Context: an optimization exercise on an open-source flow, tuned for small area, a short achievable clock period and few clock cycles. The choices shown serve that exercise and are no tape-out recipe. At most, simulation tests tie the RTL to the original design; equivalence was not proved. The RTL of runs 1 and 2 was laid out without a check of its function. Power figures rest on the tool's default switching activity, not on a simulated workload.

## design/flow/config.mk

```make
export PLATFORM = sky130hd
export DESIGN_NAME = apx_readout
export DESIGN_NICKNAME = apx_readout
export VERILOG_FILES = /design/flow/design.v
export SDC_FILE = /design/flow/constraint.sdc
export NUM_CORES = 4
export LEC_CHECK = 0
export ABC_AREA = 1
export CAP_MARGIN = 20
export CORE_MARGIN = 2
export CORE_UTILIZATION = 50
export CTS_BUF_LIST = sky130_fd_sc_hd__clkbuf_4 sky130_fd_sc_hd__clkbuf_8
export SLEW_MARGIN = 20
```

## design/flow/standard.sh

```bash
#!/bin/bash
# synth_recipe.tcl (not shown) runs the flow's synth.tcl, then flattens the netlist and writes it again
# the make line also repeats each setting of config.mk as NAME=value (left out here)
make -C /OpenROAD-flow-scripts/flow DESIGN_CONFIG=/design/flow/config.mk WORK_HOME=/design/flow/orfs CLKGATE_MAP_FILE= SYNTH_SCRIPT=/design/flow/synth_recipe.tcl "${@:-finish}"
```

## design/flow/design.v

```verilog
module apx_fld #(parameter N = 32) (
    input  wire [2:0]   a,       
    input  wire [2:0]   base,    
    input  wire [5:0]   w,
    input  wire         lsb,
    input  wire [3:0]   cnt,
    input  wire [7:0]   din,     
    output wire [N-1:0] en,
    output wire [7:0]   rot
);
    function gtc;
        input [6:0] x;
        input [6:0] c;
        integer i;
        reg r, eq;
        begin
            r  = 1'b0;
            eq = 1'b1;
            for (i = 6; i >= 0; i = i - 1) begin
                if (!c[i]) r = r | (eq & x[i]);
                eq = eq & (x[i] == c[i]);
            end
            gtc = r;
        end
    endfunction
    wire [4:0] d    = lsb ? ({1'b0, cnt} - {2'b0, base}) : ({2'b0, base} - {1'b0, cnt});
    wire [7:0]  dsel = lsb ? {din[0], din[1], din[2], din[3], din[4], din[5], din[6], din[7]} : din;
    wire [15:0] dd   = {dsel, dsel} >> a;
    assign rot = dd[7:0];
    wire [5:0] dh;
    assign dh[0] = (d == 5'd0);
    assign dh[1] = (d == 5'd1);
    assign dh[2] = (d == 5'd2);
    assign dh[3] = (d == 5'd3);
    assign dh[4] = (d == 5'd4);
    assign dh[5] = 1'b0;
    genvar k;
    generate
        for (k = 0; k < N; k = k + 1) begin : g_en
            wire cy = gtc({4'd0, a}, 7 - (k % 8));
            assign en[k] = gtc({1'b0, w}, k) && (cy ? dh[k / 8 + 1] : dh[k / 8]);
        end
    endgenerate
endmodule
module apx_readout (
    input  wire        clk,
    input  wire        rst,             
    input  wire        cfg_has_start,
    input  wire [7:0]  cfg_start,
    input  wire        cfg_has_end,
    input  wire [7:0]  cfg_end,
    input  wire [3:0]  cfg_payload_len,  
    input  wire        cfg_lsb,          
    input  wire [5:0]  cfg_col_off,
    input  wire [5:0]  cfg_col_w,
    input  wire [5:0]  cfg_row_off,
    input  wire [5:0]  cfg_row_w,
    input  wire [5:0]  cfg_toa_off,
    input  wire [5:0]  cfg_toa_w,
    input  wire [5:0]  cfg_tot_off,
    input  wire [5:0]  cfg_tot_w,
    input  wire        in_valid,
    input  wire [7:0]  in_data,
    output wire        in_ready,
    output wire        hit_valid,
    input  wire        hit_ready,
    output wire [5:0]  hit_col,
    output wire [5:0]  hit_row,
    output wire [31:0] hit_toa,
    output wire [31:0] hit_tot,
    output reg  [15:0] sync_loss_count,
    output reg  [15:0] err_count,
    output reg  [2:0]  last_cause
);
    localparam N_COL = 35;
    localparam N_ROW = 35;
    reg        t_has_start, t_has_end, t_lsb;
    reg [3:0]  t_last;                        
    reg [2:0]  t_col_a, t_row_a, t_toa_a, t_tot_a;
    reg [2:0]  t_col_b, t_row_b, t_toa_b, t_tot_b;
    function [5:0] fld_tab;      
        input [5:0] off;
        input [5:0] w;
        input       lsb;
        reg   [6:0] e;
        begin
            e = {1'b0, off} + {1'b0, w} - 7'd1;
            fld_tab[5:3] = lsb ? off[2:0] : ~e[2:0];
            fld_tab[2:0] = lsb ? off[5:3] : e[5:3];
        end
    endfunction
    always @(posedge clk) begin
        t_has_start <= cfg_has_start;
        t_has_end   <= cfg_has_end;
        t_lsb       <= cfg_lsb;
        t_last      <= cfg_payload_len + {3'd0, cfg_has_end} - 4'd1;
        {t_col_a, t_col_b} <= fld_tab(cfg_col_off, cfg_col_w, cfg_lsb);
        {t_row_a, t_row_b} <= fld_tab(cfg_row_off, cfg_row_w, cfg_lsb);
        {t_toa_a, t_toa_b} <= fld_tab(cfg_toa_off, cfg_toa_w, cfg_lsb);
        {t_tot_a, t_tot_b} <= fld_tab(cfg_tot_off, cfg_tot_w, cfg_lsb);
    end
    reg        reading;         
    reg        skipping;        
    reg [3:0]  cnt;             
    reg        rec_valid;       
    reg [31:0] toa_r, tot_r;
    reg [5:0]  col_r, row_r;
    reg        col_hi, row_hi;  
    wire       take     = reading || !t_has_start;
    wire       is_start = (in_data == cfg_start);
    wire       last     = (cnt == t_last);
    wire       first    = (cnt == 4'd0);
    assign in_ready  = !rec_valid || !take || hit_ready;
    assign hit_valid = rec_valid;
    wire accept = in_valid && in_ready;
    wire wr     = accept && take;
    wire [31:0] toa_en, tot_en, col_en, row_en;
    wire [7:0]  toa_rot, tot_rot, col_rot, row_rot;
    apx_fld u_toa (.a(t_toa_a), .base(t_toa_b), .w(cfg_toa_w), .lsb(t_lsb), .cnt(cnt),
                   .din(in_data), .en(toa_en), .rot(toa_rot));
    apx_fld u_tot (.a(t_tot_a), .base(t_tot_b), .w(cfg_tot_w), .lsb(t_lsb), .cnt(cnt),
                   .din(in_data), .en(tot_en), .rot(tot_rot));
    apx_fld u_col (.a(t_col_a), .base(t_col_b), .w(cfg_col_w), .lsb(t_lsb), .cnt(cnt),
                   .din(in_data), .en(col_en), .rot(col_rot));
    apx_fld u_row (.a(t_row_a), .base(t_row_b), .w(cfg_row_w), .lsb(t_lsb), .cnt(cnt),
                   .din(in_data), .en(row_en), .rot(row_rot));
    reg [5:0] col_n, row_n;
    reg       col_hb, row_hb;
    integer i;
    always @(*) begin
        for (i = 0; i < 6; i = i + 1) begin
            col_n[i] = col_en[i] ? col_rot[i] : col_r[i];
            row_n[i] = row_en[i] ? row_rot[i] : row_r[i];
        end
        col_hb = 1'b0;
        row_hb = 1'b0;
        for (i = 6; i < 32; i = i + 1) begin
            col_hb = col_hb | (col_en[i] & col_rot[i % 8]);
            row_hb = row_hb | (row_en[i] & row_rot[i % 8]);
        end
    end
    wire col_hi_n = (col_hi && !first) || col_hb;
    wire row_hi_n = (row_hi && !first) || row_hb;
    wire bad_end = t_has_end && (in_data != cfg_end);
    wire bad_col = col_hi_n || (col_n >= N_COL);
    wire bad_row = row_hi_n || (row_n >= N_ROW);
    wire bad     = bad_end || bad_col || bad_row;
    wire [2:0] cause = bad_end ? 3'd1 : bad_col ? 3'd3 : 3'd4;
    wire emit      = wr && last;
    wire push      = emit && !bad;
    wire dec_error = emit && bad;
    wire sync_loss = accept && !take && !is_start && !skipping;
    wire pop       = rec_valid && hit_ready;
    always @(posedge clk) begin
        if (rst) begin
            reading         <= 1'b0;
            skipping        <= 1'b0;
            cnt             <= 4'd0;
            rec_valid       <= 1'b0;
            sync_loss_count <= 16'd0;
            err_count       <= 16'd0;
            last_cause      <= 3'd0;
        end else begin
            if (accept) begin
                if (take) begin
                    if (last) begin
                        reading <= 1'b0;
                        cnt     <= 4'd0;
                    end else begin
                        reading <= 1'b1;
                        cnt     <= cnt + 4'd1;
                    end
                end else if (is_start) begin
                    reading <= 1'b1;
                    cnt     <= 4'd0;
                end
            end
            if (push)
                rec_valid <= 1'b1;
            else if (pop)
                rec_valid <= 1'b0;
            if (accept) begin
                if (take) begin
                    if (last)
                        skipping <= 1'b0;
                end else if (is_start) begin
                    skipping <= 1'b0;
                end else begin
                    skipping <= 1'b1;
                end
            end
            if (sync_loss && sync_loss_count != 16'hFFFF)
                sync_loss_count <= sync_loss_count + 16'd1;
            if (dec_error)
                last_cause <= cause;
            if (dec_error && err_count != 16'hFFFF)
                err_count <= err_count + 16'd1;
        end
    end
    always @(posedge clk) begin
        for (i = 0; i < 32; i = i + 1) begin
            if (rst || (wr && toa_en[i]))
                toa_r[i] <= toa_rot[i % 8] && !rst;
            if (rst || (wr && tot_en[i]))
                tot_r[i] <= tot_rot[i % 8] && !rst;
        end
        for (i = 0; i < 6; i = i + 1) begin
            if (rst || (wr && col_en[i]))
                col_r[i] <= col_rot[i] && !rst;
            if (rst || (wr && row_en[i]))
                row_r[i] <= row_rot[i] && !rst;
        end
        if (wr) begin
            col_hi <= col_hi_n;
            row_hi <= row_hi_n;
        end
    end
    assign hit_col = col_r;
    assign hit_row = row_r;
    assign hit_toa = toa_r;
    assign hit_tot = tot_r;
endmodule
```

## design/flow/constraint.sdc

```tcl
create_clock -name core_clock -period 10.0 [get_ports {clk}]
set_input_delay 2.0000 -clock core_clock [delete_from_list [all_inputs] [get_ports {clk}]]
set_output_delay 2.0000 -clock core_clock [all_outputs]
set_load 0.01 [all_outputs]
```

## design/flow/flow/run.sh

```bash
#!/bin/bash
# The standard layout, with plain buf_1 cells as the port buffers in
# place of the delay buffers buffer_ports picks by default.
set -euo pipefail
export BUFFER_PORTS_ARGS="-buffer_cell sky130_fd_sc_hd__buf_1"
bash standard.sh > standard.log 2>&1
```

==> results.toml, run 1 <==
[critical_path]
worstSetupPathType = "in2reg"
critical_path.max_stage_delay_ns = 0.34
cpMaxStageDelayCell = "a21oi_1"
path_max_fanout = 24
r2r_cells = 21
crit_required_ns = 10.37
worst_ep_arrival_time_ns = 4.78
crit_path_start_kind = "input port"
worstPathCellList = "buf_1 > nor2_1 > nand2_1 > nand2_1 > inv_1 > a21oi_1 > o31ai_1 > nand2_1 > nand3_1 > nor2_1 > nand2_1 > nor2_2 > nand2_2 > nor2_2 > nand2_4 > nand3_2 > nand2_1 > nand2_1 > nor2_1"
crit_path_frequent_cell = "nand2_1"
end_kind = "flip-flop"

[clock_network]
ctsRootBufferMaster = "clkbuf_8"
htreeDepth = 4
ctsLongestPathBuffers = 2
clock-sinks = 151
cts_buffers = 17
hold_buffers = 0
clk_pin_slew_ns = 0.10
cts_tree = "built"
cts_setup_buffers = 0
clk-insertion-delay-late_ns = 0.48
cts-resized-gates = 0

[finish]
syn_to_final_growth_pct = 9.957
drive_gt1_frac = 0.03906
layout.cells.non_filler = 2537
final_util = 0.5572
diodes = 0
nFillCells = 2647
fin_nets = 2350

[global_routing]
antenna_found_initial = 0
grt-ovfl-total = 0
grt_start_max_net_pins = 105
grt_pass1_wl_mm = 65.49
grt_usage = 0.2902
grt_pass1_vias = 12940

[synthesis]
yosysMostFrequentCell = "nand2_1"
yosys.area.top_type_share = 0.1784
ys_types = 53
ys_warn_count = 2
yosys.area.top_type = "edfxtp_1"
postSynth.asyncResetShare = 0
synth_top_family_by_area = "simple AND/OR/NAND/NOR gates"
synth_seq_area_share = 0.2897
synth_xor_area_frac = 0.02668
syn_area_mm2 = 0.01313
synthFlopType = "edfxtp_1"
syn_inst = 2031
synthMuxAreaShare = 0
synthAdderAreaFrac = 0.08118
syn_area_per_cell_um2 = 6.465
syn_nets = 2192
synthTopCellsByArea = "edfxtp_1 (18%), nand2_1 (14%), dfxtp_1 (11%), inv_1 (8.4%), nand3_1 (7.5%)"
synth-seq-cells = 151
yosys.area_share.simple = 0.3339
synth-compound-area-share = 0.1547
synth_edf_count = 78
synth.top_cells.by_count = "nand2_1 (491), inv_1 (294), nor2_1 (220)"

[timing]
slew_viol_final = 0
final.min_clock_period_ns = 4.402
rsz0062_at_grt = "false"
setup_viol = 0
holdWs_ns = 0.4747
fin_setup_tns_ns = 0
fin_crit_sh = 0.4402
slew_headroom = 0.3270
worst_pin_slew_ns = 1.010
worst_slack_ns = 5.598
finClkSkew_ns = 0.02644
fmax_ghz = 0.2272
hold_violations = 0

[routing]
viasPerCell = 5.531
postRouteAntennaNets = 0
drtIter0Drc = 1263
drc = 0
dr.pass1.iters = 5
vias = 14030
wl_per_cell_um = 15.94
routed_wl_mm = 40.43

[floorplanning]
start_util = 0.5068
die_w_um = 166.1
ios = 196
floorplan.die_area_mm2 = 0.02757
die_y_um = 166.1
fp-row-count = 59
core_area_mm2 = 0.02591

[place]
placed_cells = 2505
io_buffers = 195
pre_cts_ws_ns = 5.162
dp_hpwl_mm = 31.22
place.gp.congestion = 0.9904

[pwr]
p_leak_uw = 0.006912
powerDensity_mw_per_mm2 = 141.2
ir_drop_mv = 0.08084

[hold_path]
min_path_cells = 2
holdCritPathClass = "reg2reg"

[run]
max_cap_violations = 0

[outcome]
run_status = "finished clean"
==> per-layer routing <==
metal	routed length [µm]	GRT usage	vias up
met5	0	0	-
met4	1064	0.09792	0
met3	3261	0.04719	80
met2	18150	0.4709	610
met1	17950	0.3950	6362
li1	-	-	6981
==> worst max-delay path: cells and delay by family <==
family                 cells  cell delay (ns)
AND/OR/NAND/NOR           15             1.93
AO/OA/AOI/OAI              2             0.52
buffers and inverters      2             0.32
==> layout by cell type (no fill, tap or decap), drive strengths merged, types with 66 or more instances in the layout <==
cell type	Yosys	routed
a21oi	106	106
buf	25	203
dfxtp	73	73
edfxtp	78	78
ha	66	66
inv	301	310
nand2	502	502
nand3	207	207
nor2	225	225
o21ai	202	202
==> logic make-up (layout without fill, tap and decap cells) <==
group | after synthesis | in the layout
and+or+nand+nor | 1018 | 1018
xor gates and xnor gates | 37 | 37
DFF | 151 | 151
adders and majority gates | 78 | 78
buffers and inverters | 375 | 546
AOI/OAI and AO/OA | 372 | 372
==> flip-flops by register name, indices dropped and copies added (netlist names), 4 cells and up <==
name and flops:
tot_r 32, cnt 4, row_r 6, col_r 6
t_last 4, toa_r 32, sync_loss_count 16, err_count 16
==> stage by stage <==
step | power (µW) | instance area (µm²)
final | 2039 | 14440
after global routing | 2184 | 14440
after CTS | 2039 | 14440
after detailed placement | 1533 | 14020
after global placement | 1524 | 14020
after floorplan | 1323 | 13130
==> cell type report <==
type	instances	area [µm²]	share of cell area
Clock buffer	17	234.0	0.01620
Clock inverter	15	183.9	0.01274
Inverter	311	1172	0.08120
Multi-Input combinational cell	1505	7833	0.5425
Sequential cell	151	3805	0.2635
Tap cell	335	419.2	0.02903
Timing Repair Buffer	203	792.0	0.05485
==> path summary, 6_finish.rpt <==
kind	slack, ns	from	endpoint
worst max register to register	5.71	cnt[1]$_SDFFE_PP0P_	err_count[1]$_SDFFE_PP0P_
worst min register to register	0.47	last_cause[2]$_SDFFE_PP0P_	last_cause[2]$_SDFFE_PP0P_
worst max-delay path	5.60	cfg_col_w[2]	err_count[1]$_SDFFE_PP0P_
worst min-delay path	0.47	last_cause[2]$_SDFFE_PP0P_	last_cause[2]$_SDFFE_PP0P_
==> power by group <==
part	switching (µW)	internal [µW]	total (µW)	leakage, µW
clock	276	233	509	0.000212
sequential	51.5	729	780	0.00140
combinational	516	234	750	0.00530
==> inputs of run 2 (changes only) <==
--- a/design/flow/config.mk
+++ b/design/flow/config.mk
@@ -11,3 +11,4 @@
 export CORE_UTILIZATION = 50
 export CTS_BUF_LIST = sky130_fd_sc_hd__clkbuf_4 sky130_fd_sc_hd__clkbuf_8
+export SETUP_SLACK_MARGIN = 5
 export SLEW_MARGIN = 20
==> results.toml, run 2 <==
[routing]
dr_wl_met3_mm = 3.261
postRouteAntennaNets = 0
vias = 14030
drc = 0
viasPerCell = 5.531
highest_layer = "met4"
dr.pass1.iters = 5
drtIter0Drc = 1263
wl_met2_mm = 18.15
routed_wl_mm = 40.43
wl_per_cell_um = 15.94
met1_length_mm = 17.95

[global_routing]
antenna_found_initial = 0
grt_pass1_vias = 12940
grt-ovfl-total = 0
grt_start_max_net_pins = 105
grt_usage = 0.2902
grt_pass1_wl_mm = 65.49

[synthesis]
syn_area_mm2 = 0.01313
synth_top_family_by_area = "simple AND/OR/NAND/NOR gates"
synth.top_cells.by_count = "nand2_1 (491), inv_1 (294), nor2_1 (220)"
synthAdderAreaFrac = 0.08118
yosys.area.top_type = "edfxtp_1"
synth_seq_area_share = 0.2897
syn_area_per_cell_um2 = 6.465
synth-compound-area-share = 0.1547
synthFlopType = "edfxtp_1"
synth_edf_count = 78
yosys.area.top_type_share = 0.1784
synth_xor_area_frac = 0.02668
yosys.area_share.simple = 0.3339
synthMuxAreaShare = 0
ys_warn_count = 2
syn_nets = 2192
yosysMostFrequentCell = "nand2_1"
syn_inst = 2031
postSynth.asyncResetShare = 0
synth-seq-cells = 151
synthTopCellsByArea = "edfxtp_1 (18%), nand2_1 (14%), dfxtp_1 (11%), inv_1 (8.4%), nand3_1 (7.5%)"
ys_types = 53

[clock_network]
hold_buffers = 0
cts_setup_buffers = 0
clock-sinks = 151
ctsLongestPathBuffers = 2
clk-insertion-delay-late_ns = 0.48
ctsRootBufferMaster = "clkbuf_8"
clk_pin_slew_ns = 0.10
cts_tree = "built"
cts_buffers = 17
cts-resized-gates = 0
htreeDepth = 4

[floorplanning]
fp-row-count = 59
core_area_mm2 = 0.02591
floorplan.die_area_mm2 = 0.02757
die_y_um = 166.1
ios = 196
die_w_um = 166.1
start_util = 0.5068

[finish]
mostFrequentLayoutCell = "nand2_1"
fin_nets = 2350
syn_to_final_growth_pct = 9.957
diodes = 0
drive_gt1_frac = 0.03906
final_cell_mix = "nand2_1 (491), inv_1 (293), nor2_1 (220)"
final_util = 0.5572
reg.largest.list = "toa_r x32, tot_r x32"

[outcome]
run_status = "finished clean"

[critical_path]
worstSetupPathType = "in2reg"
crit_required_ns = 10.37
end_kind = "flip-flop"
rr_endpoint = "err_count[1]$_SDFFE_PP0P_"
crit_path_start_kind = "input port"
r2r_cells = 21
worst_ep_arrival_time_ns = 4.78
path_max_fanout = 24
reg2reg_setup_slack_ns = 5.71
reg2reg_from = "cnt[1]$_SDFFE_PP0P_"

[place]
dp_hpwl_mm = 31.22
io_buffers = 195
pre_cts_ws_ns = 5.162
place.gp.congestion = 0.9904

[hold_path]
min_path_cells = 2
hold_path.startpoint = "last_cause[2]$_SDFFE_PP0P_"
holdCritPathClass = "reg2reg"
min_to = "last_cause[2]$_SDFFE_PP0P_"

[timing]
slew_headroom = 0.3270
fmax_ghz = 0.2272
fin_crit_sh = 0.4402
fin_setup_tns_ns = 0
final.min_clock_period_ns = 4.402
worst_slack_ns = 5.598
rsz0062_at_grt = "false"
setup_viol = 0
hold_violations = 0
worst_pin_slew_ns = 1.010
finClkSkew_ns = 0.02644
slew_viol_final = 0

[pwr]
internal_power_uw = 1196
combPwrFrac = 0.368
power.switching_uw = 842.9
clkPwrFrac = 0.250
p_leak_uw = 0.006912
ir_drop_mv = 0.08084
sw_frac_of_total = 0.4133
power_frac_seq = 0.382
powerDensity_mw_per_mm2 = 141.2
p_total_uw = 2039

[run]
max_cap_violations = 0
==> run 2: kinds of logic after synthesis <==
family | after synthesis
buffers and inverters | 375
and+or+nand+nor | 1018
adders and majority gates | 78
DFF | 151
xor gates and xnor gates | 37
AOI/OAI and AO/OA | 372
==> run 2: worst max path at each step <==
stage                   startpoint                         to  slack, ns  cells past startpoint
3_5_place_dp          cfg_row_w[5]  err_count[8]$_SDFFE_PP0P_       5.16                     20
5_1_grt        cnt[1]$_SDFFE_PP0P_  err_count[1]$_SDFFE_PP0P_       5.18                     24
4_1_cts                  hit_ready                   in_ready       5.60                      4
6_report              cfg_col_w[2]  err_count[1]$_SDFFE_PP0P_       5.60                     19
3_3_place_gp          cfg_row_w[5]  err_count[8]$_SDFFE_PP0P_       5.19                     20
2_1_floorplan            hit_ready                   in_ready       5.82                      2
==> run 2: power by group through the flow <==
| stage | combinational (µW) | sequential (µW) | clock [µW] |
|---|---|---|---|
| after floorplan | 532 | 791 | 0 |
| after global placement | 731 | 793 | 0 |
| after detailed placement | 739 | 794 | 0 |
| after CTS | 742 | 779 | 518 |
| after global routing | 853 | 788 | 543 |
| final | 750 | 780 | 509 |
==> run 2: final cells by class <==
type	instances	area [µm²]
multi-input cells	1505	7833
fillers	2647	11470
flip-flops and latches	151	3805
inverters	311	1172
repair buffers	203	792.0
clock buffers	17	234.0
well taps	335	419.2
clock inverters	15	183.9
==> run 2: metrics by stage <==
step	instance area, µm²	std cells	hold WS [ns]
after floorplan	13130	2031	0.4436
after global placement	14020	2505	0.4551
after detailed placement	14020	2505	0.4643
after CTS	14440	2537	0.4777
after global routing	14440	2537	0.4897
final	14440	2537	0.4747
==> run 2: metal layers <==
metal,global-route usage,vias to the layer above
li1,-,6981
met1,0.3950,6362
met2,0.4709,610
met3,0.04719,80
met4,0.09792,0
met5,0,-
==> run 2: worst max-delay path, stage by stage <==
cell and delay [ns]:
buf_1 0.20, nor2_1 0.23, nand2_1 0.10, nand2_1 0.18
inv_1 0.12, a21oi_1 0.34, o31ai_1 0.18, nand2_1 0.10
nand3_1 0.08, nor2_1 0.10, nand2_1 0.08, nor2_2 0.16
nand2_2 0.14, nor2_2 0.17, nand2_4 0.19, nand3_2 0.22
nand2_1 0.07, nand2_1 0.06, nor2_1 0.05
==> inputs of run 3 (changes only) <==
--- a/design/flow/design.v
+++ b/design/flow/design.v
@@ -5,6 +5,8 @@
     input  wire         lsb,
     input  wire [3:0]   cnt,
+    input  wire         wr,      
     input  wire [7:0]   din,     
-    output wire [N-1:0] en,
+    output wire [N-1:0] en,      
+    output wire [N-1:0] we,      
     output wire [7:0]   rot
 );
@@ -35,9 +37,12 @@
     assign dh[4] = (d == 5'd4);
     assign dh[5] = 1'b0;
+    wire [5:0] dw = dh & {6{wr}};
     genvar k;
     generate
         for (k = 0; k < N; k = k + 1) begin : g_en
             wire cy = gtc({4'd0, a}, 7 - (k % 8));
-            assign en[k] = gtc({1'b0, w}, k) && (cy ? dh[k / 8 + 1] : dh[k / 8]);
+            wire wm = gtc({1'b0, w}, k);
+            assign en[k] = wm && (cy ? dh[k / 8 + 1] : dh[k / 8]);
+            assign we[k] = wm && (cy ? dw[k / 8 + 1] : dw[k / 8]);
         end
     endgenerate
@@ -79,4 +84,18 @@
     reg [2:0]  t_col_a, t_row_a, t_toa_a, t_tot_a;
     reg [2:0]  t_col_b, t_row_b, t_toa_b, t_tot_b;
+    reg        t_col_hany, t_row_hany;
+    reg [5:0]  t_col_hlo, t_col_hhi, t_row_hlo, t_row_hhi;
+    function [12:0] hi_tab;      
+        input [5:0] off;
+        input [5:0] w;
+        input       lsb;
+        reg   [6:0] e;
+        begin
+            e = {1'b0, off} + {1'b0, w} - 7'd1;
+            hi_tab[12]  = (w > 6'd6);
+            hi_tab[11:6] = lsb ? off + 6'd6 : off;
+            hi_tab[5:0]  = lsb ? e[5:0] : e[5:0] - 6'd6;
+        end
+    endfunction
     function [5:0] fld_tab;      
         input [5:0] off;
@@ -96,4 +115,6 @@
         t_last      <= cfg_payload_len + {3'd0, cfg_has_end} - 4'd1;
         {t_col_a, t_col_b} <= fld_tab(cfg_col_off, cfg_col_w, cfg_lsb);
+        {t_col_hany, t_col_hlo, t_col_hhi} <= hi_tab(cfg_col_off, cfg_col_w, cfg_lsb);
+        {t_row_hany, t_row_hlo, t_row_hhi} <= hi_tab(cfg_row_off, cfg_row_w, cfg_lsb);
         {t_row_a, t_row_b} <= fld_tab(cfg_row_off, cfg_row_w, cfg_lsb);
         {t_toa_a, t_toa_b} <= fld_tab(cfg_toa_off, cfg_toa_w, cfg_lsb);
@@ -115,16 +136,16 @@
     wire accept = in_valid && in_ready;
     wire wr     = accept && take;
-    wire [31:0] toa_en, tot_en, col_en, row_en;
+    wire [31:0] toa_en, tot_en, toa_we, tot_we;
+    wire [5:0]  col_en, row_en, col_we, row_we;
     wire [7:0]  toa_rot, tot_rot, col_rot, row_rot;
-    apx_fld u_toa (.a(t_toa_a), .base(t_toa_b), .w(cfg_toa_w), .lsb(t_lsb), .cnt(cnt),
-                   .din(in_data), .en(toa_en), .rot(toa_rot));
-    apx_fld u_tot (.a(t_tot_a), .base(t_tot_b), .w(cfg_tot_w), .lsb(t_lsb), .cnt(cnt),
-                   .din(in_data), .en(tot_en), .rot(tot_rot));
-    apx_fld u_col (.a(t_col_a), .base(t_col_b), .w(cfg_col_w), .lsb(t_lsb), .cnt(cnt),
-                   .din(in_data), .en(col_en), .rot(col_rot));
-    apx_fld u_row (.a(t_row_a), .base(t_row_b), .w(cfg_row_w), .lsb(t_lsb), .cnt(cnt),
-                   .din(in_data), .en(row_en), .rot(row_rot));
+    apx_fld u_toa (.a(t_toa_a), .base(t_toa_b), .w(cfg_toa_w), .lsb(t_lsb), .cnt(cnt), .wr(wr),
+                   .din(in_data), .en(toa_en), .we(toa_we), .rot(toa_rot));
+    apx_fld u_tot (.a(t_tot_a), .base(t_tot_b), .w(cfg_tot_w), .lsb(t_lsb), .cnt(cnt), .wr(wr),
+                   .din(in_data), .en(tot_en), .we(tot_we), .rot(tot_rot));
+    apx_fld #(.N(6)) u_col (.a(t_col_a), .base(t_col_b), .w(cfg_col_w), .lsb(t_lsb), .cnt(cnt), .wr(wr),
+                   .din(in_data), .en(col_en), .we(col_we), .rot(col_rot));
+    apx_fld #(.N(6)) u_row (.a(t_row_a), .base(t_row_b), .w(cfg_row_w), .lsb(t_lsb), .cnt(cnt), .wr(wr),
+                   .din(in_data), .en(row_en), .we(row_we), .rot(row_rot));
     reg [5:0] col_n, row_n;
-    reg       col_hb, row_hb;
     integer i;
     always @(*) begin
@@ -133,11 +154,20 @@
             row_n[i] = row_en[i] ? row_rot[i] : row_r[i];
         end
-        col_hb = 1'b0;
-        row_hb = 1'b0;
-        for (i = 6; i < 32; i = i + 1) begin
-            col_hb = col_hb | (col_en[i] & col_rot[i % 8]);
-            row_hb = row_hb | (row_en[i] & row_rot[i % 8]);
-        end
-    end
+    end
+    function [7:0] byte_mask;
+        input [3:0] j;
+        input [5:0] lo;
+        input [5:0] hi;
+        reg   [7:0] ge, le;
+        begin
+            ge = (j > {1'b0, lo[5:3]}) ? 8'hFF : (j == {1'b0, lo[5:3]}) ? (8'hFF << lo[2:0]) : 8'h00;
+            le = (j < {1'b0, hi[5:3]}) ? 8'hFF : (j == {1'b0, hi[5:3]}) ? (8'hFF >> ~hi[2:0]) : 8'h00;
+            byte_mask = ge & le;
+        end
+    endfunction
+    wire [7:0] sb = {in_data[0], in_data[1], in_data[2], in_data[3],
+                     in_data[4], in_data[5], in_data[6], in_data[7]};
+    wire col_hb = t_col_hany && |(sb & byte_mask(cnt, t_col_hlo, t_col_hhi));
+    wire row_hb = t_row_hany && |(sb & byte_mask(cnt, t_row_hlo, t_row_hhi));
     wire col_hi_n = (col_hi && !first) || col_hb;
     wire row_hi_n = (row_hi && !first) || row_hb;
@@ -200,13 +230,13 @@
     always @(posedge clk) begin
         for (i = 0; i < 32; i = i + 1) begin
-            if (rst || (wr && toa_en[i]))
+            if (rst || toa_we[i])
                 toa_r[i] <= toa_rot[i % 8] && !rst;
-            if (rst || (wr && tot_en[i]))
+            if (rst || tot_we[i])
                 tot_r[i] <= tot_rot[i % 8] && !rst;
         end
         for (i = 0; i < 6; i = i + 1) begin
-            if (rst || (wr && col_en[i]))
+            if (rst || col_we[i])
                 col_r[i] <= col_rot[i] && !rst;
-            if (rst || (wr && row_en[i]))
+            if (rst || row_we[i])
                 row_r[i] <= row_rot[i] && !rst;
         end
--- a/design/flow/config.mk
+++ b/design/flow/config.mk
@@ -11,4 +11,3 @@
 export CORE_UTILIZATION = 50
 export CTS_BUF_LIST = sky130_fd_sc_hd__clkbuf_4 sky130_fd_sc_hd__clkbuf_8
-export SETUP_SLACK_MARGIN = 5
 export SLEW_MARGIN = 20
==> results.toml, run 3 <==
[finish]
drive_gt1_frac = 0.04223
diodes = 0
final_area_mm2 = 0.01428
final_cell_mix = "nand2_1 (425), inv_1 (269), o21ai_0 (218)"
mostFrequentLayoutCell = "nand2_1"
nFillCells = 2604
reg.largest.list = "toa_r x32, tot_r x32"
fin_nets = 2178
syn_to_final_growth_pct = 10.21
final_util = 0.5639

[synthesis]
synth.top_cells.by_count = "nand2_1 (425), inv_1 (270), o21ai_0 (218)"
syn_area_per_cell_um2 = 7.008
synthTopCellsByArea = "edfxtp_1 (18%), dfxtp_1 (15%), nand2_1 (12%), o21ai_0 (8.4%), ha_1 (7.9%)"
yosysMostFrequentCell = "nand2_1"
synth_edf_count = 78
ys_types = 49
syn_area_mm2 = 0.01296
yosys.area.top_type = "edfxtp_1"
synth-seq-cells = 177
synth_seq_area_share = 0.3337
syn_inst = 1849
syn_nets = 2026
postSynth.asyncResetShare = 0
yosys.area.top_type_share = 0.1807
ys_warn_count = 3
synthFlopType = "dfxtp_1"

[floorplanning]
die_w_um = 165.0
floorplan.die_area_mm2 = 0.02722
ios = 196
die_y_um = 165.0
start_util = 0.5117
core_area_mm2 = 0.02533
fp-row-count = 58

[outcome]
run_status = "finished clean"

[routing]
viasPerCell = 5.337
wl_per_cell_um = 15.77
vias = 12500
drtIter0Drc = 1226
postRouteAntennaNets = 0
routed_wl_mm = 36.96
dr.pass1.iters = 6
drc = 0

[pwr]
p_leak_uw = 0.006491
p_total_uw = 2204
powerDensity_mw_per_mm2 = 154.3
ir_drop_mv = 0.09671

[global_routing]
grt-ovfl-total = 0
grt_usage = 0.2770
grt_pass1_vias = 11620
grt_pass1_wl_mm = 59.40
grt_start_max_net_pins = 95
antenna_found_initial = 0

[clock_network]
clock-sinks = 177
htreeDepth = 4
ctsRootBufferMaster = "clkbuf_8"
cts_tree = "built"
clk_pin_slew_ns = 0.09
cts_buffers = 17
hold_buffers = 0
ctsLongestPathBuffers = 2
clk-insertion-delay-late_ns = 0.49
cts_setup_buffers = 0
cts-resized-gates = 0

[critical_path]
crit_path_frequent_cell = "nand2_1"
cpMaxStageDelayCell = "dfxtp_1"
critical_path.max_stage_delay_ns = 1.01
worst_ep_arrival_time_ns = 4.98
crit_path_start_kind = "flip-flop"
end_kind = "flip-flop"
worstPathCellList = "inv_1 > fa_1 > or2_2 > o21ai_0 > nand2_1 > nor2_1 > nand3_2 > o21ai_1 > nand3_1 > nand2_1 > nand3_1 > nand3_1 > nand2_1 > nand2_2 > nor2_4 > nand2_2 > nand3_4 > nand2_1 > a21oi_1"
path_max_fanout = 20
crit_required_ns = 10.34
worstSetupPathType = "reg2reg"

[timing]
fin_crit_sh = 0.4640
finClkSkew_ns = 0.02631
final.min_clock_period_ns = 4.640
setup_viol = 0
slew_headroom = 0.3159
fmax_ghz = 0.2155
slew_viol_final = 0
rsz0062_at_grt = "false"
worst_pin_slew_ns = 1.025
fin_setup_tns_ns = 0
hold_violations = 0

[place]
place.gp.congestion = 0.9010
place_area_mm2 = 0.01383
io_buffers = 195
dp_hpwl_mm = 28.07

[run]
max_cap_violations = 0

[hold_path]
holdCritPathClass = "reg2reg"
==> run 3: area by class of cell <==
type / count / area, µm² / share of cell area
multi-input combinational: 1330 / 7298 / 0.5110
sequential: 177 / 4324 / 0.3028
inverter: 275 / 1032 / 0.07227
timing repair buffer: 200 / 772.0 / 0.05405
tap: 330 / 412.9 / 0.02891
clock buffer: 20 / 269.0 / 0.01883
clock inverter: 11 / 173.9 / 0.01218
==> run 3: worst paths after layout <==
path | slack (ns) | end | start | depth (start not counted)
hold reg to reg | 0.47 | skipping$_SDFFE_PP0P_ | skipping$_SDFFE_PP0P_ | 2
hold / removal | 0.47 | skipping$_SDFFE_PP0P_ | skipping$_SDFFE_PP0P_ | 2
setup reg to reg | 5.36 | err_count[1]$_SDFFE_PP0P_ | cnt[1]$_SDFFE_PP0P_ | 19
setup / recovery | 5.36 | err_count[1]$_SDFFE_PP0P_ | cnt[1]$_SDFFE_PP0P_ | 19
==> run 3: where the power goes <==
part           internal (µW)  total (µW)  switching, µW
registers                860         921           60.7
clock network            291         575            284
logic                    241         708            467
==> run 3: through the flow <==
stage,hold WS (ns),setup slack (ns),instances
after floorplan,0.4404,5.816,1849
after global placement,0.4513,5.170,2312
after detailed placement,0.4627,5.127,2312
after CTS,0.4766,5.309,2343
after global routing,0.5134,4.948,2343
final,0.4731,5.360,2343
==> run 3: logic make-up after synthesis <==
family | share of synthesized area
simple gates | 0.2626
flops | 0.3337
buf+inv | 0.1054
fa+ha+maj | 0.09771
compound gates | 0.1574
xor+xnor | 0.04316
==> run 3: worst max-delay path, delay by kind of cell (launching register included) <==
kind	cells	cell delay, ns
buffers and inverters	1	0.57
flip-flops	1	1.01
AO/OA/AOI/OAI	3	0.32
AND/OR/NAND/NOR	14	2.00
adder cells (fa/ha/maj)	1	0.59
==> run 3: metal layers <==
metal	vias to the layer above	global-route usage	routed length, µm
li1	6338	-	-
met1	5714	0.3617	16330
met2	402	0.4814	17840
met3	50	0.03717	2082
met4	0	0.07273	700
met5	-	0	0
Testbench counts of run 3, summed over its fixed seeds: cycles 41,264.
==> inputs of run 4 (changes only) <==
==> design/flow/flow/run.sh (replaced) <==
#!/bin/bash
# The standard layout, with plain buf_1 cells as the port buffers in
# place of the delay buffers buffer_ports picks by default, and timing
# repair aimed at a setup slack of 5.8 ns at the 10 ns clock.
set -euo pipefail
export BUFFER_PORTS_ARGS="-buffer_cell sky130_fd_sc_hd__buf_1"
export SETUP_SLACK_MARGIN=5.8
bash standard.sh > standard.log 2>&1
==> results.toml, run 4 <==
[outcome]
run_status = "finished clean"

[synthesis]
yosys.area.top_type = "edfxtp_1"
synthTopCellsByArea = "edfxtp_1 (18%), dfxtp_1 (15%), nand2_1 (12%), o21ai_0 (8.4%), ha_1 (7.9%)"
ys_types = 49
synth_edf_count = 78
synth.top_cells.by_count = "nand2_1 (425), inv_1 (270), o21ai_0 (218)"
syn_inst = 1849
synth-seq-cells = 177
syn_nets = 2026
yosys.area.top_type_share = 0.1807
syn_area_mm2 = 0.01296
yosysMostFrequentCell = "nand2_1"
postSynth.asyncResetShare = 0
ys_warn_count = 3
syn_area_per_cell_um2 = 7.008
synth_seq_area_share = 0.3337
synthFlopType = "dfxtp_1"

[floorplanning]
die_y_um = 165.0
ios = 196
start_util = 0.5117
core_area_mm2 = 0.02533
floorplan.die_area_mm2 = 0.02722
die_w_um = 165.0
fp-row-count = 58

[routing]
viasPerCell = 5.315
dr.pass1.iters = 5
vias = 12520
wl_met2_mm = 17.95
met1_length_mm = 16.41
highest_layer = "met4"
postRouteAntennaNets = 0
routed_wl_mm = 37.02
drc = 0
dr_wl_met3_mm = 2.031
drtIter0Drc = 1192
wl_per_cell_um = 15.72

[timing]
setup_viol = 0
fin_setup_tns_ns = 0
final.min_clock_period_ns = 4.345
slew_viol_final = 0
worst_pin_slew_ns = 0.9896
slew_headroom = 0.3394
fmax_ghz = 0.2301
worst_slack_ns = 5.655
fin_crit_sh = 0.4345
rsz0062_at_grt = "true"
hold_violations = 0
finClkSkew_ns = 0.02025

[clock_network]
cts_tree = "built"
cts_buffers = 17
clk_pin_slew_ns = 0.09
ctsLongestPathBuffers = 2
htreeDepth = 4
ctsRootBufferMaster = "clkbuf_8"
clock-sinks = 177
clk-insertion-delay-late_ns = 0.48

[finish]
final_area_mm2 = 0.01446
mostFrequentLayoutCell = "nand2_1"
layout.cells.non_filler = 2355
diodes = 0
drive_gt1_frac = 0.05827
final_cell_mix = "nand2_1 (423), inv_1 (262), o21ai_0 (218)"
reg.largest.list = "toa_r x32, tot_r x32"
fin_nets = 2190
syn_to_final_growth_pct = 11.59

[hold_path]
holdCritPathClass = "reg2reg"
hold_path.startpoint = "skipping$_SDFFE_PP0P_"

[global_routing]
grt-ovfl-total = 0
grt_usage = 0.2772
antenna_found_initial = 0
grt_pass1_wl_mm = 59.43
grt_start_max_net_pins = 95
grt_pass1_vias = 11600

[pwr]
p_leak_uw = 0.006546
ir_drop_mv = 0.09652
powerDensity_mw_per_mm2 = 153.3
p_total_uw = 2216

[place]
place_area_mm2 = 0.01383
io_buffers = 195
place.gp.congestion = 0.9010
dp_hpwl_mm = 28.07
placed_cells = 2312
pre_cts_ws_ns = 5.127

[critical_path]
crit_path_start_kind = "input port"
worstSetupPathType = "in2out"
critical_path.max_stage_delay_ns = 0.13
reg2reg_from = "cnt[2]$_SDFFE_PP0P_"
crit_family = "buffers and inverters"
worstPathCellList = "buf_6 > inv_4 > nand3_2 > buf_6"
crit_required_ns = 8.00
worst_ep_arrival_time_ns = 2.35
end_kind = "primary output"
cpMaxStageDelayCell = "buf_6"
crit_path_frequent_cell = "buf_6"
cp-startpoint = "hit_ready"
cp.buffers_inverters = 3
path_max_fanout = 3

[run]
max_cap_violations = 0
-- run 4: cell types whose count changed in the layout (fill, tap and decap cells not counted), sizes merged --
cell / previous run / this run
buf: 198 / 206
inv: 278 / 274
clkinvlp: 0 / 4
clkbuf: 22 / 26
-- run 4: final timing paths --
kind / depth (start not counted) / to / slack (ns)
hold reg to reg: 2 / skipping$_SDFFE_PP0P_ / 0.47
setup / recovery: 4 / in_ready / 5.65
hold / removal: 2 / skipping$_SDFFE_PP0P_ / 0.47
setup reg to reg: 13 / toa_r[23]$_DFFE_PP_ / 6.05
-- run 4: repair_timing --
action                                  in CTS  in global routing
resized for setup                            6                 23
hold buffers                                 0                  0
buffers inserted                             2                 10
pin swaps                                    3                  0
endpoints found under the setup margin      61                 33
-- run 4: routing by layer --
layer | track usage | up-vias
met4 | 0.07352 | 0
met1 | 0.3622 | 5697
met5 | 0 | -
met2 | 0.4807 | 410
li1 | - | 6367
met3 | 0.03767 | 44
-- run 4: report_power, final --
part / total, µW / switching (µW) / internal, µW / leakage (µW)
Clock: 575 / 284 / 291 / 0.000229
Sequential: 921 / 60.9 / 860 / 0.00162
Combinational: 720 / 472 / 248 / 0.00469
Total: 2220 / 817 / 1400 / 0.00655
-- run 4: metrics by stage --
stage	util	hold WS (ns)
6_report	0.5709	0.4738
2_1_floorplan	-	0.4404
3_5_place_dp	0.5461	0.4627
3_3_place_gp	0.5457	0.4513
4_1_cts	0.5651	0.4766
5_1_grt	0.5709	0.5126
-- run 4: worst reg2reg max path: cells and delay by family, from the launching register on --
| kind | cells | cell delay, ns |
|---|---|---|
| AOI/OAI and AO/OA | 3 | 0.68 |
| and+or+nand+nor | 7 | 1.16 |
| buffers and inverters | 1 | 0.35 |
| DFF | 1 | 0.77 |
| xor gates and xnor gates | 1 | 0.22 |
| adders and majority gates | 1 | 0.50 |
-- run 4: logic make-up (layout without fill, tap and decap cells) --
family | count (synthesis) | in the layout | synth area share
AND/OR/NAND/NOR | 792 | 792 | 0.2626
AO/OA/AOI/OAI | 381 | 381 | 0.1574
buffers and inverters | 342 | 518 | 0.1054
flip-flops | 177 | 177 | 0.3337
adder cells (fa/ha/maj) | 94 | 94 | 0.09771
XOR/XNOR | 63 | 63 | 0.04316
-- run 4: layout make-up --
type,count,area (µm²)
fillers,2585,10870
multi-input cells,1330,7346
flip-flops and latches,177,4327
inverters,275,1050
repair buffers,212,882.1
well taps,330,412.9
clock buffers,20,269.0
clock inverters,11,173.9
==> inputs of run 5 (changes only) <==
==> design/flow/flow/run.sh (replaced) <==
#!/bin/bash
# The standard layout, with plain buf_1 cells as the port buffers in
# place of the delay buffers buffer_ports picks by default, and timing
# repair aimed at a setup slack of 5.4 ns at the 10 ns clock.
set -euo pipefail
export BUFFER_PORTS_ARGS="-buffer_cell sky130_fd_sc_hd__buf_1"
export SETUP_SLACK_MARGIN=5.4
bash standard.sh > standard.log 2>&1
==> results.toml, run 5 <==
[global_routing]
met2_usage = 0.4814
antenna_found_initial = 0
grt_pass1_wl_mm = 59.41
use_met1 = 0.3614
use_met3 = 0.03792
grt_pass1_vias = 11630
grt_start_max_net_pins = 95
grt-ovfl-total = 0
busiest_layer = "met2"
grt_usage = 0.2771

[floorplanning]
ios = 196
floorplan.die_area_mm2 = 0.02722
die_w_um = 165.0
fp-row-count = 58
core_area_mm2 = 0.02533
die_y_um = 165.0
start_util = 0.5117

[synthesis]
synth_seq_area_share = 0.3337
synthTopCellsByArea = "edfxtp_1 (18%), dfxtp_1 (15%), nand2_1 (12%), o21ai_0 (8.4%), ha_1 (7.9%)"
ys_types = 49
synth_edf_count = 78
syn_inst = 1849
yosysMostFrequentCell = "nand2_1"
yosys.area.top_type = "edfxtp_1"
ys_warn_count = 3
syn_nets = 2026
synthFlopType = "dfxtp_1"
syn_area_per_cell_um2 = 7.008
syn_area_mm2 = 0.01296
yosys.area.top_type_share = 0.1807
synth-seq-cells = 177
postSynth.asyncResetShare = 0
synth.top_cells.by_count = "nand2_1 (425), inv_1 (270), o21ai_0 (218)"

[timing]
finClkSkew_ns = 0.02194
slew_viol_final = 0
fin_crit_sh = 0.4358
worst_slack_ns = 5.642
hold_violations = 0
fin_setup_tns_ns = 0
rsz0062_at_grt = "false"
setup_viol = 0
worst_pin_slew_ns = 0.9866
fmax_ghz = 0.2295
final.min_clock_period_ns = 4.358
slew_headroom = 0.3413
holdWs_ns = 0.4730

[place]
pre_cts_ws_ns = 5.127
dp_hpwl_mm = 28.07
place.gp.congestion = 0.9010
io_buffers = 195
placed_cells = 2312

[finish]
drive_gt1_frac = 0.04658
final_cell_mix = "nand2_1 (424), inv_1 (267), o21ai_0 (218)"
mostFrequentLayoutCell = "nand2_1"
syn_to_final_growth_pct = 10.63
fin_nets = 2183
diodes = 0
reg.largest.list = "toa_r x32, tot_r x32"
nFillCells = 2602
layout.cells.non_filler = 2348

[clock_network]
hold_buffers = 0
clk-insertion-delay-late_ns = 0.48
htreeDepth = 4
clock-sinks = 177
clk_pin_slew_ns = 0.09
cts_buffers = 17
ctsLongestPathBuffers = 2
cts_tree = "built"
ctsRootBufferMaster = "clkbuf_8"

[critical_path]
end_kind = "primary output"
crit_path_start_kind = "input port"
crit_required_ns = 8.00
cp-startpoint = "hit_ready"
worst_ep_arrival_time_ns = 2.36
worstSetupPathType = "in2out"
path_max_fanout = 3
reg2reg_from = "cnt[1]$_SDFFE_PP0P_"

[routing]
dr.pass1.iters = 8
routed_wl_mm = 36.98
vias = 12560
drc = 0
drtIter0Drc = 1074
wl_per_cell_um = 15.75
viasPerCell = 5.348
postRouteAntennaNets = 0

[pwr]
p_total_uw = 2208
powerDensity_mw_per_mm2 = 154.0
ir_drop_mv = 0.09656
p_leak_uw = 0.006509

[outcome]
run_status = "finished clean"

[hold_path]
holdCritPathClass = "reg2reg"
hold_path.startpoint = "skipping$_SDFFE_PP0P_"

[run]
max_cap_violations = 0
-- run 5: report_power, final --
part           internal, µW  switching, µW
logic                   243            469
clock network           291            283
registers               860           61.1
-- run 5: through the flow --
| step | area (µm²) | utilization |
|---|---|---|
| 2_1_floorplan | 12960 | - |
| 3_3_place_gp | 13820 | 0.5457 |
| 3_5_place_dp | 13830 | 0.5461 |
| 4_1_cts | 14270 | 0.5636 |
| 5_1_grt | 14340 | 0.5661 |
| 6_report | 14340 | 0.5661 |
-- run 5: cell type report --
type,count,area (µm²),area share
multi-input combinational,1330,7306,0.5096
clock inverter,11,173.9,0.01213
inverter,275,1040,0.07253
sequential,177,4325,0.3017
tap,330,412.9,0.02880
timing repair buffer,205,809.5,0.05647
clock buffer,20,269.0,0.01876
-- run 5: logic make-up after synthesis --
| logic type | count (synthesis) | share of synthesized area |
|---|---|---|
| AND/OR/NAND/NOR | 792 | 0.2626 |
| flip-flops | 177 | 0.3337 |
| XOR/XNOR | 63 | 0.04316 |
| buffers and inverters | 342 | 0.1054 |
| AO/OA/AOI/OAI | 381 | 0.1574 |
| adder cells (fa/ha/maj) | 94 | 0.09771 |
-- run 5: final timing paths --
| path | to | cells after the start | slack (ns) |
|---|---|---|---|
| setup / recovery | in_ready | 4 | 5.64 |
| hold / removal | skipping$_SDFFE_PP0P_ | 2 | 0.47 |
| setup reg to reg | err_count[0]$_SDFFE_PP0P_ | 19 | 5.99 |
| hold reg to reg | skipping$_SDFFE_PP0P_ | 2 | 0.47 |
-- run 5: repair_timing --
action | 4_1_cts | 5_1_grt
hold endpoints to repair | 0 | 0
resized for setup | 1 | 4
buffers inserted | 0 | 5
setup endpoints to repair | 15 | 17
pin swaps | 0 | 1
-- run 5: layer usage --
layer	share of wire	wire [µm]
met1	0.45	16530
met2	0.48	17930
met3	0.051	1882
met4	0.017	633
met5	0	0
-- run 5: critical path, cell delays in order --
cell and delay [ns]:
buf_1 0.07, inv_1 0.08, nand3_1 0.08, buf_1 0.13
==> inputs of run 6 (changes only) <==
--- a/design/flow/design.v
+++ b/design/flow/design.v
@@ -132,5 +132,5 @@
     wire       last     = (cnt == t_last);
     wire       first    = (cnt == 4'd0);
-    assign in_ready  = !rec_valid || !take || hit_ready;
+    assign in_ready  = !rec_valid || !take;
     assign hit_valid = rec_valid;
     wire accept = in_valid && in_ready;
==> design/flow/flow/run.sh (replaced) <==
#!/bin/bash
# The standard layout, with plain buf_1 cells as the port buffers in
# place of the delay buffers buffer_ports picks by default, and timing
# repair aimed at a setup slack of 7.0 ns at the 10 ns clock.
set -euo pipefail
export BUFFER_PORTS_ARGS="-buffer_cell sky130_fd_sc_hd__buf_1"
export SETUP_SLACK_MARGIN=7.0
bash standard.sh > standard.log 2>&1
==> results.toml, run 6 <==
[place]
io_buffers = 195
place.gp.congestion = 0.9367
dp_hpwl_mm = 28.65
placed_cells = 2319

[synthesis]
postSynth.asyncResetShare = 0
yosys.area.top_type_share = 0.1807
ys_types = 53
synth-seq-cells = 177
synth.top_cells.by_count = "nand2_1 (462), inv_1 (264), o21ai_0 (209)"
synthFlopType = "dfxtp_1"
yosysMostFrequentCell = "nand2_1"
ys_warn_count = 3
syn_area_mm2 = 0.01296
synth_seq_area_share = 0.3335
syn_nets = 2033
yosys.area.top_type = "edfxtp_1"
syn_inst = 1856
synthTopCellsByArea = "edfxtp_1 (18%), dfxtp_1 (15%), nand2_1 (13%), o21ai_0 (8.1%), ha_1 (7.9%)"
syn_area_per_cell_um2 = 6.985
synth_edf_count = 78

[floorplanning]
core_area_mm2 = 0.02533
floorplan.die_area_mm2 = 0.02723
die_y_um = 165.0
ios = 196
start_util = 0.5119
fp-row-count = 58
die_w_um = 165.0

[clock_network]
htreeDepth = 4
ctsLongestPathBuffers = 2
cts_buffers = 17
clk-insertion-delay-late_ns = 0.50
cts_tree = "built"
hold_buffers = 0
ctsRootBufferMaster = "clkbuf_8"
clock-sinks = 177
clk_pin_slew_ns = 0.11

[routing]
wl_per_cell_um = 16.99
viasPerCell = 5.473
vias = 13930
drc = 0
routed_wl_mm = 43.26
drtIter0Drc = 1345
postRouteAntennaNets = 0
dr.pass1.iters = 6

[timing]
finClkSkew_ns = 0.02582
holdWs_ns = 0.4904
slew_viol_final = 0
fin_setup_tns_ns = 0
final.min_clock_period_ns = 3.570
rsz0062_at_grt = "true"
fmax_ghz = 0.2801
slew_headroom = 0.3402
setup_viol = 0
worst_pin_slew_ns = 0.9807
fin_crit_sh = 0.3570
hold_violations = 0

[hold_path]
holdCritPathClass = "reg2reg"

[pwr]
powerDensity_mw_per_mm2 = 134.5
ir_drop_mv = 0.07885
p_total_uw = 2501
p_leak_uw = 0.008479

[finish]
reg.largest.list = "toa_r x32, tot_r x32"
mostFrequentLayoutCell = "nand2_1"
diodes = 0
syn_to_final_growth_pct = 43.37
fin_nets = 2380
final_cell_mix = "nand2_1 (377), inv_1 (194), buf_4 (150)"
drive_gt1_frac = 0.3700
layout.cells.non_filler = 2546

[global_routing]
grt_usage = 0.3035
grt-ovfl-total = 0
grt_pass1_vias = 12990
antenna_found_initial = 0
grt_start_max_net_pins = 76
grt_pass1_wl_mm = 65.00

[outcome]
run_status = "finished clean"

[run]
max_cap_violations = 0

[critical_path]
worst_ep_arrival_time_ns = 4.00
end_kind = "flip-flop"
worstSetupPathType = "in2reg"
crit_required_ns = 10.43
crit_path_start_kind = "input port"
path_max_fanout = 8
[run 6: cell count changes after synthesis, sizes merged, moves of 4 or more]
cell   delta
a31oi     -4
nand2    +40
nand3    +13
nor2     -19
nor4      -8
o21ai    -11
o31ai     -5
or2       -5
xnor2     +7
[run 6: stage by stage]
step,setup WS [ns],utilization,instance area [µm²]
after global routing,6.279,0.7339,18590
after detailed placement,5.414,0.5828,14760
after global placement,5.457,0.5828,14760
final,6.430,0.7339,18590
after floorplan,6.284,-,14130
after CTS,6.571,0.6861,17380
[run 6: area by class of cell]
class / count / area [µm²]
Tap cell: 330 / 412.9
Fill cell: 1981 / 6739
Clock buffer: 19 / 255.2
Clock inverter: 13 / 122.6
Inverter: 272 / 1226
Timing Repair Buffer: 394 / 3018
Sequential cell: 177 / 4392
Multi-Input combinational cell: 1341 / 9161
[run 6: routing by layer]
| metal | track usage | routed length (µm) |
|---|---|---|
| met2 | 0.5295 | 21830 |
| met3 | 0.03918 | 2584 |
| met1 | 0.3785 | 17520 |
| met4 | 0.1229 | 1317 |
| met5 | 0 | 0 |
[run 6: repair_timing]
| item | CTS | global route |
|---|---|---|
| resized for setup | 399 | 258 |
| setup endpoints to repair | 320 | 288 |
| pin swaps | 93 | 105 |
| cloned | 2 | 4 |
| buffers inserted | 140 | 49 |
[run 6: critical path: stages]
cell and delay (ns):
buf_12 0.12, nand2_4 0.05, o21a_4 0.22, nand2_2 0.08
nand3_2 0.08, nand2_2 0.08, nand2_2 0.08, nand2_1 0.06
nand4_1 0.08, nand2_1 0.07, nor2_1 0.08, nand3_1 0.10
nand2_1 0.10, nand2_2 0.08, nor2_4 0.15, nand2_4 0.09
nand3_4 0.12, buf_12 0.19, nand2_4 0.05, a21oi_2 0.12
[run 6: logic make-up (layout without fill, tap and decap cells)]
group / Yosys count / after routing / synth area share
DFF: 177 / 177 / 0.3335
buffers and inverters: 339 / 698 / 0.1034
xor gates and xnor gates: 67 / 67 / 0.04526
and+or+nand+nor: 819 / 820 / 0.2704
adders and majority gates: 94 / 94 / 0.09766
AOI/OAI and AO/OA: 360 / 360 / 0.1498
[run 6: path summary, 6_finish.rpt]
check             cells past startpoint                       start  slack (ns)                         end
setup / recovery                     20                  in_data[6]        6.43   err_count[5]$_SDFFE_PP0P_
hold / removal                        2  last_cause[1]$_SDFFE_PP0P_        0.49  last_cause[1]$_SDFFE_PP0P_
setup reg to reg                     22         cnt[0]$_SDFFE_PP0P_        6.59   err_count[5]$_SDFFE_PP0P_
hold reg to reg                       2  last_cause[1]$_SDFFE_PP0P_        0.49  last_cause[1]$_SDFFE_PP0P_
[run 6: power by group]
part	internal, µW	leakage (µW)	switching [µW]	total [µW]
Sequential	863	0.00164	63.3	926
Combinational	452	0.00666	622	1070
Clock	191	0.000185	310	501
Testbench counts of run 6, summed over its fixed seeds: cycles 43,825.
==> inputs of run 7 (changes only) <==
==> design/flow/flow/run.sh (replaced) <==
#!/bin/bash
# The standard layout, with plain buf_1 cells as the port buffers in
# place of the delay buffers buffer_ports picks by default, and timing
# repair aimed at a setup slack of 6.6 ns at the 10 ns clock.
set -euo pipefail
export BUFFER_PORTS_ARGS="-buffer_cell sky130_fd_sc_hd__buf_1"
export SETUP_SLACK_MARGIN=6.6
bash standard.sh > standard.log 2>&1
==> results.toml, run 7 <==
[critical_path]
worstSetupPathType = "in2reg"
end_kind = "flip-flop"
crit_path_start_kind = "input port"
worst_ep_arrival_time_ns = 4.03
path_max_fanout = 6
crit_required_ns = 10.44

[routing]
drc = 0
drtIter0Drc = 1133
viasPerCell = 5.381
wl_per_cell_um = 15.98
dr.pass1.iters = 6
postRouteAntennaNets = 0
vias = 13280
routed_wl_mm = 39.43

[floorplanning]
floorplan.die_area_mm2 = 0.02723
start_util = 0.5119
ios = 196
die_y_um = 165.0
fp-row-count = 58
die_w_um = 165.0
core_area_mm2 = 0.02533

[finish]
final_area_mm2 = 0.01642
syn_to_final_growth_pct = 26.64
final_cell_mix = "nand2_1 (403), inv_1 (229), o21ai_0 (178)"
nFillCells = 2354
mostFrequentLayoutCell = "nand2_1"
multi_input_area_mm2 = 0.008162
final_util = 0.6483
reg.largest.list = "toa_r x32, tot_r x32"
regArea_mm2 = 0.004333
fin_nets = 2302
diodes = 0
drive_gt1_frac = 0.1946

[global_routing]
grt_pass1_wl_mm = 61.71
grt-ovfl-total = 0
grt_pass1_vias = 12390
grt_usage = 0.2888
grt_start_max_net_pins = 80
antenna_found_initial = 0

[pwr]
power_frac_seq = 0.397
p_leak_uw = 0.007474
clkPwrFrac = 0.220
ir_drop_mv = 0.08753
power.switching_uw = 917.0
internal_power_uw = 1404
powerDensity_mw_per_mm2 = 141.4
combPwrFrac = 0.383
sw_frac_of_total = 0.3951
p_total_uw = 2321

[synthesis]
yosys.area.top_type_share = 0.1807
synth_edf_count = 78
ys_types = 53
yosysMostFrequentCell = "nand2_1"
ys_warn_count = 3
synth_seq_area_share = 0.3335
synth.top_cells.by_count = "nand2_1 (462), inv_1 (264), o21ai_0 (209)"
syn_inst = 1856
synthTopCellsByArea = "edfxtp_1 (18%), dfxtp_1 (15%), nand2_1 (13%), o21ai_0 (8.1%), ha_1 (7.9%)"
syn_area_per_cell_um2 = 6.985
synth-seq-cells = 177
yosys.area.top_type = "edfxtp_1"
syn_area_mm2 = 0.01296
synthFlopType = "dfxtp_1"
postSynth.asyncResetShare = 0
syn_nets = 2033

[clock_network]
ctsLongestPathBuffers = 2
hold_buffers = 0
cts_tree = "built"
ctsRootBufferMaster = "clkbuf_8"
clock-sinks = 177
clk_pin_slew_ns = 0.12
clk-insertion-delay-late_ns = 0.49
cts_buffers = 17
htreeDepth = 4

[timing]
rsz0062_at_grt = "true"
finClkSkew_ns = 0.02697
worst_pin_slew_ns = 0.7489
setup_viol = 0
fin_crit_sh = 0.3594
slew_viol_final = 0
holdWs_ns = 0.4855
fmax_ghz = 0.2782
hold_violations = 0
slew_headroom = 0.4993
fin_setup_tns_ns = 0
final.min_clock_period_ns = 3.594

[place]
io_buffers = 195
dp_hpwl_mm = 28.91
place.gp.congestion = 0.9528
place_area_mm2 = 0.01421

[run]
max_cap_violations = 0

[hold_path]
holdCritPathClass = "reg2reg"

[outcome]
run_status = "finished clean"
## run 7: critical path, cell delays in order
cell,delay [ns]
buf_8,0.13
nand2_4,0.07
nand2_8,0.11
inv_4,0.05
nand2_2,0.06
nand3_2,0.10
nand2_2,0.11
nand2_1,0.07
nand2_1,0.08
nand3_1,0.06
nand2_1,0.08
nand3_1,0.06
nand3_1,0.08
nand2_1,0.08
nand2_2,0.10
nor2_4,0.05
nand2_4,0.12
nand3_4,0.13
buf_6,0.17
buf_6,0.10
nand2_2,0.05
nand2_1,0.05
nor2_1,0.10
## run 7: cell type report
cell class                      instances  share of cell area
Clock inverter                         14            0.008459
Clock buffer                           18             0.01509
Inverter                              272             0.06821
Tap cell                              330             0.02515
Multi-Input combinational cell       1340              0.4971
Sequential cell                       177              0.2639
Timing Repair Buffer                  317              0.1221
## run 7: metrics by stage
stage                     setup WS, ns  std cells
after floorplan                  6.281       1856
after global placement           5.350       2322
after detailed placement         5.321       2322
after CTS                        6.449       2439
after global routing             6.323       2468
final                            6.406       2468
## run 7: cells by family (layout without fill, tap and decap cells)
| logic type | Yosys count | in the layout | share of synthesized area |
|---|---|---|---|
| AND/OR/NAND/NOR | 819 | 819 | 0.2704 |
| buffers and inverters | 339 | 621 | 0.1034 |
| flip-flops | 177 | 177 | 0.3335 |
| XOR/XNOR | 67 | 67 | 0.04526 |
| AO/OA/AOI/OAI | 360 | 360 | 0.1498 |
| adder cells (fa/ha/maj) | 94 | 94 | 0.09766 |
## run 7: path summary, 6_finish.rpt
check | start | end | slack [ns] | depth (start not counted)
max | in_data[2] | err_count[0]$_SDFFE_PP0P_ | 6.41 | 23
min | last_cause[1]$_SDFFE_PP0P_ | last_cause[1]$_SDFFE_PP0P_ | 0.49 | 2
max reg2reg | cnt[0]$_SDFFE_PP0P_ | last_cause[2]$_SDFFE_PP0P_ | 6.63 | 21
min reg2reg | last_cause[1]$_SDFFE_PP0P_ | last_cause[1]$_SDFFE_PP0P_ | 0.49 | 2
## run 7: power groups by stage
stage,sequential (µW),clock [µW],combinational [µW]
floorplan,941,0,536
global route,934,543,997
detailed placement,938,0,744
CTS,922,518,837
global placement,937,0,727
finish,922,511,888
## run 7: routing by layer
| metal | share of wire | wire length [µm] | global-route usage |
|---|---|---|---|
| met4 | 0.027 | 1084 | 0.09763 |
| met1 | 0.43 | 16850 | 0.3726 |
| met3 | 0.064 | 2531 | 0.04169 |
| met2 | 0.48 | 18970 | 0.4949 |
| met5 | 0 | 0 | 0 |
## run 7: repair_timing
item / in CTS / in global routing
gates cloned: 2 / 0
setup endpoints to repair: 184 / 146
pin swaps: 54 / 48
setup buffers: 83 / 29
resized for setup: 152 / 116
==> inputs of run 8 (changes only) <==
==> design/flow/flow/run.sh (replaced) <==
#!/bin/bash
# The standard layout, with plain buf_1 cells as the port buffers in
# place of the delay buffers buffer_ports picks by default, and timing
# repair aimed at a setup slack of 5.9 ns at the 10 ns clock.
set -euo pipefail
export BUFFER_PORTS_ARGS="-buffer_cell sky130_fd_sc_hd__buf_1"
export SETUP_SLACK_MARGIN=5.9
bash standard.sh > standard.log 2>&1
==> results.toml, run 8 <==
[place]
place.gp.congestion = 0.9384
place_area_mm2 = 0.01382
dp_hpwl_mm = 28.71
io_buffers = 195
pre_cts_ws_ns = 5.296

[critical_path]
crit_required_ns = 10.20
path_max_fanout = 18
end_kind = "flip-flop"
worstSetupPathType = "in2reg"
worst_ep_arrival_time_ns = 4.22
crit_path_start_kind = "input port"

[clock_network]
ctsRootBufferMaster = "clkbuf_8"
cts_tree = "built"
hold_buffers = 0
clk_pin_slew_ns = 0.11
clock-sinks = 177
htreeDepth = 4
cts_buffers = 17
clk-insertion-delay-late_ns = 0.48
ctsLongestPathBuffers = 2

[routing]
viasPerCell = 5.394
wl_per_cell_um = 15.90
routed_wl_mm = 37.55
dr.pass1.iters = 5
drc = 0
vias = 12740
drtIter0Drc = 1232
postRouteAntennaNets = 0

[finish]
drive_gt1_frac = 0.05758
final_area_mm2 = 0.01436
reg.largest.list = "toa_r x32, tot_r x32"
nFillCells = 2557
final_cell_mix = "nand2_1 (462), inv_1 (260), o21ai_0 (207)"
diodes = 0
regArea_mm2 = 0.004328
mostFrequentLayoutCell = "nand2_1"
fin_nets = 2196
multi_input_area_mm2 = 0.007313
syn_to_final_growth_pct = 10.78

[synthesis]
syn_area_per_cell_um2 = 6.985
synth.top_cells.by_count = "nand2_1 (462), inv_1 (264), o21ai_0 (209)"
ys_warn_count = 3
syn_area_mm2 = 0.01296
ys_types = 53
synth_seq_area_share = 0.3335
syn_nets = 2033
synthTopCellsByArea = "edfxtp_1 (18%), dfxtp_1 (15%), nand2_1 (13%), o21ai_0 (8.1%), ha_1 (7.9%)"
postSynth.asyncResetShare = 0
synth-seq-cells = 177
yosys.area.top_type_share = 0.1807
yosysMostFrequentCell = "nand2_1"
syn_inst = 1856
yosys.area.top_type = "edfxtp_1"
synth_edf_count = 78
synthFlopType = "dfxtp_1"

[floorplanning]
die_w_um = 165.0
die_y_um = 165.0
floorplan.die_area_mm2 = 0.02723
core_area_mm2 = 0.02533
fp-row-count = 58
start_util = 0.5119
ios = 196

[global_routing]
grt_usage = 0.2772
use_met1 = 0.3611
grt-ovfl-total = 0
busiest_layer = "met2"
use_met3 = 0.03641
grt_pass1_vias = 11690
grt_pass1_wl_mm = 59.37
met2_usage = 0.4780
antenna_found_initial = 0
grt_start_max_net_pins = 93

[run]
max_cap_violations = 0

[pwr]
p_leak_uw = 0.006592
ir_drop_mv = 0.08912
powerDensity_mw_per_mm2 = 149.4

[timing]
final.min_clock_period_ns = 4.020
holdWs_ns = 0.4726
setup_viol = 0
fin_setup_tns_ns = 0
slew_headroom = 0.3301
hold_violations = 0
worst_slack_ns = 5.980
fmax_ghz = 0.2487
fin_crit_sh = 0.4020
finClkSkew_ns = 0.02835
worst_pin_slew_ns = 1.004
slew_viol_final = 0
rsz0062_at_grt = "true"

[outcome]
run_status = "finished clean"

[hold_path]
holdCritPathClass = "reg2reg"
run 8: cell counts after synthesis:
No cell type changed its count.
run 8: path summary, 6_finish.rpt:
path	start	endpoint	slack, ns	cells past startpoint
setup / recovery	in_valid	tot_r[30]$_DFFE_PP_	5.98	9
hold / removal	skipping$_SDFFE_PP0P_	skipping$_SDFFE_PP0P_	0.47	2
setup reg to reg	cnt[1]$_SDFFE_PP0P_	tot_r[30]$_DFFE_PP_	6.15	14
hold reg to reg	skipping$_SDFFE_PP0P_	skipping$_SDFFE_PP0P_	0.47	2
run 8: power breakdown:
part / internal [µW] / switching (µW)
Clock: 192 / 305
Sequential: 864 / 62.8
Combinational: 249 / 474
Total: 1300 / 841
run 8: stage by stage:
step	cells	util	total power, µW
detailed placement	2318	0.5458	1651
floorplan	1856	-	1445
CTS	2353	0.5622	2143
global placement	2318	0.5458	1640
global route	2362	0.5671	2300
finish	2362	0.5671	2146
run 8: layout make-up:
cell class	instances	area share
tap	330	0.02875
clock inverter	13	0.008276
timing repair buffer	211	0.06290
sequential	177	0.3013
clock buffer	19	0.01777
multi-input combinational	1340	0.5092
inverter	272	0.07178
run 8: cell families after synthesis:
kind of cell,synth area share
and+or+nand+nor,0.2704
AOI/OAI and AO/OA,0.1498
buffers and inverters,0.1034
DFF,0.3335
adders and majority gates,0.09766
xor gates and xnor gates,0.04526
run 8: layer usage:
layer / vias to the layer above / share of wire
met5: - / 0
met4: 0 / 0.024
met3: 61 / 0.056
met2: 421 / 0.48
met1: 5891 / 0.44
li1: 6368 / -
run 8: repair_timing:
| item | in CTS | in global routing |
|---|---|---|
| hold endpoints to repair | 0 | 0 |
| setup buffers | 3 | 9 |
| pin swaps | 0 | 3 |
| resized for setup | 3 | 17 |
| endpoints found under the setup margin | 49 | 91 |
run 8: critical path, stage by stage:
cell and delay (ns):
buf_1 0.09, nand2_1 0.08, inv_1 0.07, nand2_1 0.39, inv_1 0.41, nand4_1 0.63, nand2_1 0.28, nand2_1 0.07
o21ai_0 0.18

static timing again, ports no longer ideal:
The results above use ideal ports. As a check the final layouts listed here were re-extracted and re-timed, cells and wires unchanged. Step 1 sets driving cells, clkbuf_16 on the clock port and buf_2 on the other inputs (assumed; they add their load-dependent delay and slew). Step 2 also shifts input and output timing later by t, the mid clock arrival at the registers, as if the neighbouring blocks saw the same clock. Slacks: ideal / step 1 / step 2; pairs: ideal / step 1.
run	t (ns)	setup slack, ns	hold WS [ns]	pins driven straight from the clock port
run 1	0.511	5.598 / 5.587 / 5.116	0.475 / 0.475 / 0.475	1
run 2	0.511	5.598 / 5.587 / 5.116	0.475 / 0.475 / 0.475	1
run 3	0.520	5.360 / 5.360 / 5.060	0.473 / 0.473 / 0.473	1
run 4	0.518	5.655 / 5.619 / 5.432	0.474 / 0.474 / 0.474	1
run 5	0.516	5.642 / 5.622 / 5.281	0.473 / 0.473 / 0.473	1
run 6	0.534	6.430 / 6.432 / 5.898	0.490 / 0.490 / 0.490	1
run 7	0.522	6.406 / 6.374 / 5.852	0.485 / 0.485 / 0.485	1
run 8	0.518	5.980 / 5.986 / 5.468	0.473 / 0.473 / 0.473	1
After both steps setup and hold are still met in every run listed. For run 7, which loses most, drivers alone change the setup slack by -0.032 ns; drivers and shift together by -0.554 ns.
